Background: an optimization exercise with open tools, aiming at small area. Do not read the settings as production practice. The RTL was checked by simulation tests, not by an equivalence proof against the original design. Power figures rest on the tool's default switching activity, not on a simulated workload.

## run D
Design mbcore, start of the top module:
module mbcore (
    input  wire        clk,
    input  wire        rst,             
    input  wire        host_valid,
    input  wire        host_write,
    input  wire [5:0]  host_addr,
    input  wire [31:0] host_wdata,
    output reg  [31:0] host_rdata,
    input  wire        tick,
    input  wire        link_mode,
    output reg         link_req,
    output reg  [1:0]  link_op,         
    output reg  [31:0] link_wdata,
    input  wire        link_ack,
    input  wire        link_err,
    input  wire [31:0] link_code,
    input  wire [31:0] link_rdata,
    output wire [31:0] pay_addr,
    input  wire [31:0] pay_rdata,
    input  wire [4:0]  img_addr,
    output reg  [31:0] img_data,
    output wire        ev_valid,
    output wire        ev_kind,
    output wire [31:0] ev_data
);
    localparam [15:0] CKS_POLY_P2P = 16'hA517;
    localparam [15:0] CKS_ACC0_P2P = 16'hFFF8;
    localparam [15:0] CKS_POLY_SH  = 16'hC37B;
    localparam [15:0] CKS_ACC0_SH  = 16'hC387;
    localparam [31:0] PROBE        = 32'hFA57B007;
    localparam [31:0] P_KEY_P2P    = 32'h20796220;
    localparam [31:0] P_KEY_SH     = 32'h43202F2F;
    localparam [31:0] P_IMAGE_LEN  = 32'd128;
    localparam [2:0] S_IDLE = 3'd0, S_SEND = 3'd1, S_ACK = 3'd2, S_SIZE = 3'd3,
                     S_STREAM = 3'd4, S_DONE = 3'd5, S_FAILED = 3'd6;
    localparam [1:0] F_PRECOND = 2'd0, F_TIMEOUT = 2'd1, F_TRANSPORT = 2'd2;
    reg [31:0] opa, opb, result;
    reg [2:0]  cmd_err;
    reg [3:0]  cmd_op;
    reg [15:0] cks_acc;
    reg [31:0] cks_hh, cks_hl;
    reg        cks_v, cks_mode;
    reg [31:0] ksc_seed;
  ...
For scale: ~2600 cells after synthesis, ~310 I/O pins.
Settings: LEC_CHECK=0, CAP_MARGIN=20, CORE_MARGIN=2, CORE_UTILIZATION=50, PLACE_DENSITY=0.65, SLEW_MARGIN=20; clock period 20.0 ns.
standard.sh (not shown) runs the stock make flow with config.mk's settings and CLKGATE_MAP_FILE= SYNTH_SCRIPT=/design/flow/synth_recipe.tcl, a recipe that flattens the netlist after the stock synthesis.
==> flow/flow/run.sh <==
#!/bin/bash
# Own layout flow: the standard flow (standard.sh) with these changes:
#  - synthesis runs ORFS's synthesis scripts with Yosys's early "abc -fast"
#    skipped (SYNTH_ARGS=-noabc), so the generated full-adder structure reaches
#    extract_fa unchanged, and with flow/abc.script as the ABC mapping script
#    (deeper area-oriented optimisation);
#  - the port buffers placed on every input and output are buf_1 cells;
#  - clock tree synthesis uses clkbuf_4/clkbuf_8 and no dummy loads.
# Each tool's output goes to a log file of its own in the work folder.
set -euo pipefail
WORK=$(pwd)
rm -rf "$WORK/scripts_abc"
cp -r "$FLOW_HOME/scripts" "$WORK/scripts_abc"
cp "$WORK/flow/abc.script" "$WORK/scripts_abc/abc_speed.script"
bash "$WORK/standard.sh" "SCRIPTS_DIR=$WORK/scripts_abc" "SYNTH_ARGS=-noabc" synth > "$WORK/synth.log" 2>&1
bash "$WORK/standard.sh" \
  "BUFFER_PORTS_ARGS=-buffer_cell sky130_fd_sc_hd__buf_1" \
  "CTS_ARGS=-sink_clustering_enable -repair_clock_nets -dont_use_dummy_load -buf_list {sky130_fd_sc_hd__clkbuf_4 sky130_fd_sc_hd__clkbuf_8}" \
  finish > "$WORK/layout.log" 2>&1
test -f "$WORK/out/final.def"
==> flow/flow/abc.script <==
strash
&get -n
&deepsyn -T 60
&put
&get -n
&st
&dch
&nf
&put
topo
Here is what was changed in the inputs of run C compared with run D.
- a change of CORE_UTILIZATION from 50 to 55
--- a/flow/flow/run.sh
+++ b/flow/flow/run.sh
@@ -6,5 +6,6 @@
 #    (deeper area-oriented optimisation);
 #  - the port buffers placed on every input and output are buf_1 cells;
-#  - clock tree synthesis uses clkbuf_4/clkbuf_8 and no dummy loads.
+#  - clock tree synthesis uses clkbuf_4/clkbuf_8, larger sink clusters and no
+#    dummy loads.
 # Each tool's output goes to a log file of its own in the work folder.
 set -euo pipefail
@@ -16,5 +17,5 @@
 bash "$WORK/standard.sh" \
   "BUFFER_PORTS_ARGS=-buffer_cell sky130_fd_sc_hd__buf_1" \
-  "CTS_ARGS=-sink_clustering_enable -repair_clock_nets -dont_use_dummy_load -buf_list {sky130_fd_sc_hd__clkbuf_4 sky130_fd_sc_hd__clkbuf_8}" \
+  "CTS_ARGS=-sink_clustering_enable -repair_clock_nets -dont_use_dummy_load -sink_clustering_size 14 -sink_clustering_max_diameter 50 -buf_list {sky130_fd_sc_hd__clkbuf_4 sky130_fd_sc_hd__clkbuf_8}" \
   finish > "$WORK/layout.log" 2>&1
 test -f "$WORK/out/final.def"
Results
Run C against run D: area growth from synthesis to final layout decreased 1.9 points, time the final worst path needs with I/O delays and setup decreased 11 ps, number of inserted filler cells in the final layout decreased about 14%.
Setup slack: run C more than run D
In the metrics for run C and run D, the one carrying the lower share of power burned in combinational logic is run D.
Worst-margin pin slew delta (run D -> run C): insignificant
The sequential power was comparable across run C and run D.

[what the ideal ports hide]
No port has a modelled driver above. Below, the same layouts with a new extraction and two added sets of constraints.
Step 1, drivers: a clkbuf_16 drives clk and a buf_2 each remaining input, both assumed.
Step 2 also shifts input and output timing later by t, the mid clock arrival at the registers, as if the neighbouring blocks saw the same clock.
Slacks: no drivers / after step 1 / after step 2; pairs: no drivers / after step 1.
run	t (ns)	slack for setup (ns)	worst setup path after step 2	latest minus earliest clock arrival (ns)
run D	0.667	3.162 / 3.162 / 3.162	register to register	0.047 / 0.047
run C	0.628	3.173 / 3.173 / 3.173	register to register	0.052 / 0.052
After both steps every run listed still meets setup and hold.
